From an optimization exercise on the open Yosys and OpenROAD flow, aimed at small area, a short achievable clock period and few clock cycles; shortcuts taken in it are not production practice. Only simulation tests tie the RTL to the original design; equivalence was not proved. Power and IR drop assume default switching activity.

==> flow/design.v (excerpt) <==
module ipc_core #(
    parameter LEFT_TH              = 2,
    parameter RIGHT_TH             = 1,
    parameter HAZARD_TH            = 1,
    parameter CNT_W                = 16,
    parameter BCNT_W               = 8,
    parameter DIR_W                = 8,
    parameter PERSIST_VERSION      = 16'h0001,
    parameter ADDR_W               = 16,
    parameter STORE_OFFSET         = 0,
    parameter MIN_SAVE_INTERVAL_MS = 32'd10000
) (
    input  wire          clk,
    input  wire          rst,
    input  wire          cmd_valid,
    output wire          cmd_ready,
    input  wire [15:0]   cmd,
    output wire          rsp_valid,
    output wire [3:0]    rsp_status,
    input  wire          flag_1,
    input  wire          flag_2,
    input  wire          flag_buz,
    input  wire [31:0]   now_ms,
    input  wire [31:0]   wall_s,
    output reg  [1:0]    owner,
    output reg           left_led,
    output reg           right_led,
    output reg           buz_out,
    output wire [15:0]   buz_duty,
    output wire [7:0]    pat_byte,
    output reg           pat_valid,
    output reg           nv_req,
    output reg           nv_we,
    output wire [ADDR_W-1:0] nv_addr,
    output wire [7:0]    nv_len,
    output wire [159:0]  nv_wdata,
    input  wire          nv_done,
  ...
clock: 5.0 ns
lec_check: 0
cap_margin: 20
core_margin: 2
core_utilization: 60
place_density: 0.75
setup_slack_margin: 1.6
slew_margin: 20
standard.sh (not shown) runs the stock make flow with config.mk's settings and CLKGATE_MAP_FILE= SYNTH_SCRIPT=/design/flow/synth_recipe.tcl, a recipe that flattens the netlist after the stock synthesis.
==> flow/flow/run.sh <==
#!/bin/bash
# The standard layout, with every input and output port buffered by a
# sky130_fd_sc_hd__buf_1 instead of the default port buffer cell.
set -euo pipefail
bash standard.sh BUFFER_PORTS_ARGS="-buffer_cell sky130_fd_sc_hd__buf_1" finish > standard_flow.log 2>&1
Testbench counts at the start, summed over its fixed seeds: cycles 25,579.
Rerun with:
Settings changed: CORE_UTILIZATION 60 to 50, PLACE_DENSITY 0.75 to 0.7, SETUP_SLACK_MARGIN 1.6 to 1.8.
The new run ran to the end with no violations.
Worst hold slack is worse by 0.0068 ns.
Maximum frequency goes up by 5.1%.
Setup slack is better by 0.16 ns.

* * *

ipc_core, a different RTL version from the one above (not shown whole).
Size: roughly 2400 cells after synthesis, ~310 flip-flops, roughly 630 I/O pins.
Design ipc_core, start of the top module:
module ipc_core #(
    parameter LEFT_TH              = 2,
    parameter RIGHT_TH             = 1,
    parameter HAZARD_TH            = 1,
    parameter CNT_W                = 16,
    parameter BCNT_W               = 8,
    parameter DIR_W                = 8,
    parameter PERSIST_VERSION      = 16'h0001,
    parameter ADDR_W               = 16,
    parameter STORE_OFFSET         = 0,
    parameter MIN_SAVE_INTERVAL_MS = 32'd10000
) (
    input  wire          clk,
    input  wire          rst,
    input  wire          cmd_valid,
    output wire          cmd_ready,
    input  wire [15:0]   cmd,
    output wire          rsp_valid,
    output wire [3:0]    rsp_status,
    input  wire          flag_1,
    input  wire          flag_2,
    input  wire          flag_buz,
    input  wire [31:0]   now_ms,
    input  wire [31:0]   wall_s,
    output reg  [1:0]    owner,
    output reg           left_led,
    output reg           right_led,
    output reg           buz_out,
    output wire [15:0]   buz_duty,
    output wire [7:0]    pat_byte,
    output reg           pat_valid,
    output reg           nv_req,
    output reg           nv_we,
    output wire [ADDR_W-1:0] nv_addr,
    output wire [7:0]    nv_len,
    output wire [159:0]  nv_wdata,
    input  wire          nv_done,
    input  wire          nv_ok,
    input  wire [159:0]  nv_rdata,
    output wire [15:0]   rec_version,
    output reg  [15:0]   rec_crc,
    output reg  [31:0]   power_on_count,
    output reg  [31:0]   runtime_minutes,
    output reg  [31:0]   service_count,
    output reg  [31:0]   last_service_ts
);
clock: 5.0 ns
lec_check: 0
cap_margin: 20
core_margin: 2
core_utilization: 50
cts_cluster_diameter: 60
cts_cluster_size: 25
place_density: 0.7
setup_slack_margin: 2.0
slew_margin: 20
Scripts as last shown in full above: flow/flow/run.sh
Testbench counts at the start, summed over its fixed seeds: cycles 25,579.
==> next run, changes <==
- CORE_UTILIZATION: 50 -> 45
- CTS_CLUSTER_DIAMETER: 60 -> unset
- CTS_CLUSTER_SIZE: 25 -> unset
- PLACE_DENSITY: 0.7 -> 0.65
- SETUP_SLACK_MARGIN: 2.0 -> 2.1
Effect: The new run ran to the end with no violations; combinational power climbs by about 4%; design area goes up by 3.8%; first-iteration DRC count decreases by 8.8%; clock power decreases by about 3%; non-clock buffer count is higher by 37; worst setup slack improves by 0.0067 ns.
==> next run, changes <==
- CORE_UTILIZATION: 45 -> 55
- PLACE_DENSITY: 0.65 -> 0.75
The new run went through all stages and came out clean. Die area goes down by 18%. Worst hold slack improved by 0.0067 ns. Worst setup slack got worse by 0.018 ns. Routed wire length goes down by 5.5%. Via count goes up by 0.38%. Power goes down by 4.4%. Cell count goes down by 4.4%. Sequential share of layout area goes up by 0.78 points.
==> next run, changes <==
- CORE_UTILIZATION: 55 -> 50
- PLACE_DENSITY: 0.75 -> 0.7
- SETUP_SLACK_MARGIN: 2.1 -> 1.8
=> The new run completed with no timing, DRC or antenna violations; worst hold slack barely changes; clock skew grows by 0.016 ns; cell area went down by 4.4%; setup slack degrades by 0.14 ns; clock-buffer cell count increases by 6; register-to-register slack loses 0.27 ns; synthesized area does not change; cell count is about the same; wire length came out higher by 6.7%; global-route usage went down by 0.26 points.

* * *

Setup of zinc:
ipc_core again, from the RTL that the note above started with.
// ipc_core
module ipc_core #(
    parameter LEFT_TH              = 2,
    parameter RIGHT_TH             = 1,
    parameter HAZARD_TH            = 1,
    parameter CNT_W                = 16,
    parameter BCNT_W               = 8,
    parameter DIR_W                = 8,
    parameter PERSIST_VERSION      = 16'h0001,
    parameter ADDR_W               = 16,
    parameter STORE_OFFSET         = 0,
    parameter MIN_SAVE_INTERVAL_MS = 32'd10000
) (
    input  wire          clk,
    input  wire          rst,
    input  wire          cmd_valid,
    output wire          cmd_ready,
    input  wire [15:0]   cmd,
    output wire          rsp_valid,
    output wire [3:0]    rsp_status,
    input  wire          flag_1,
    input  wire          flag_2,
    input  wire          flag_buz,
    input  wire [31:0]   now_ms,
    input  wire [31:0]   wall_s,
    output reg  [1:0]    owner,
    output reg           left_led,
    output reg           right_led,
    output reg           buz_out,
    output wire [15:0]   buz_duty,
    output wire [7:0]    pat_byte,
    output reg           pat_valid,
    output reg           nv_req,
    output reg           nv_we,
    output wire [ADDR_W-1:0] nv_addr,
    output wire [7:0]    nv_len,
    output wire [159:0]  nv_wdata,
    input  wire          nv_done,
    input  wire          nv_ok,
    input  wire [159:0]  nv_rdata,
    output wire [15:0]   rec_version,
    output reg  [15:0]   rec_crc,
    output reg  [31:0]   power_on_count,
    output reg  [31:0]   runtime_minutes,
    output reg  [31:0]   service_count,
    output reg  [31:0]   last_service_ts
);
clock: 5.0 ns
lec_check: 0
cap_margin: 20
core_margin: 2
core_utilization: 50
place_density: 0.7
setup_slack_margin: 2.1
slew_margin: 20
Scripts as last shown in full above: flow/flow/run.sh
Testbench counts of zinc, summed over its fixed seeds: cycles 25,579.
Edits applied to the flow inputs when going from zinc to willow:
# zinc
export LEC_CHECK = 0
export CAP_MARGIN = 20
export CORE_MARGIN = 2
export CORE_UTILIZATION = 50
export PLACE_DENSITY = 0.7
export SETUP_SLACK_MARGIN = 2.1
export SLEW_MARGIN = 20
create_clock -name core_clock -period 5.0 [get_ports {clk}]
# willow
export LEC_CHECK = 0
export CAP_MARGIN = 20
export CORE_MARGIN = 2
export CORE_UTILIZATION = 50
export PLACE_DENSITY = 0.7
export SETUP_SLACK_MARGIN = 2.25
export SLEW_MARGIN = 20
create_clock -name core_clock -period 5.0 [get_ports {clk}]
==> comparison <==
- zinc: done, clean on timing, DRC and antenna
- Per the final summary, willow finished and its layout is clean on timing, DRC and antenna.
- Worst hold slack: willow higher than zinc
- Delta (willow minus zinc): clock latency of the later-clocked register in the worst-skew pair went down; global-route usage went up 0.20 points; antenna diode count has decreased.
- Against zinc, willow reports a cell count that is higher.
- Looking at share of total power in sequential cells, willow sits 0.7 points above zinc.
- Of willow and zinc, the higher via count of the first global-routing pass belongs to willow.
- Total of clock buffers placed in the layout: willow lower than zinc
- [compare] base=zinc new=willow: total number of multi-input combinational cells has remained practically unchanged; largest net degree at the start of global routing now larger.

-- what the ideal ports hide --
The results above use ideal ports. As a check the final layouts listed here were re-extracted and re-timed, cells and wires unchanged. Step 1 (the two cells are an assumption about what drives the block):
set clk [get_ports {clk}]
set_driving_cell -lib_cell sky130_fd_sc_hd__clkbuf_16 $clk
set_driving_cell -lib_cell sky130_fd_sc_hd__buf_2 [delete_from_list [all_inputs] $clk]
Step 2 adds t to the input delays and takes it off the output delays; t is the mean of the earliest and latest rising clock arrival at the registers after step 1. Input paths then give back, and output paths get back, about the clock's delay inside the block. Slacks: ideal / step 1 / step 2; pairs: ideal / step 1.
run | t, ns | setup WS [ns] | clock arrival spread, ns | worst slew at a driven data input, ns | cell pins on the clock port's net
the first run of note 1 | 0.581 | 1.651 / 1.578 / 1.131 | 0.021 / 0.021 | 0.25 | 1
the second run of note 1 | 0.607 | 1.814 / 1.785 / 1.233 | 0.014 / 0.014 | 0.20 | 1
the first run of note 2 | 0.613 | 1.973 / 1.928 / 1.389 | 0.035 / 0.035 | 0.18 | 1
the second run of note 2 | 0.613 | 1.979 / 1.917 / 1.469 | 0.011 / 0.011 | 0.15 | 1
the third run of note 2 | 0.564 | 1.961 / 1.959 / 1.395 | 0.014 / 0.014 | 0.11 | 1
the fourth run of note 2 | 0.605 | 1.816 / 1.773 / 1.242 | 0.029 / 0.029 | 0.17 | 1
zinc | 0.609 | 1.991 / 1.938 / 1.472 | 0.035 / 0.035 | 0.13 | 1
willow | 0.603 | 2.014 / 1.955 / 1.450 | 0.014 / 0.014 | 0.10 | 1
After both steps setup and hold are still met in every run listed. For the first run of note 2, which loses most, drivers alone change the setup slack by -0.045 ns; drivers and shift together by -0.584 ns.
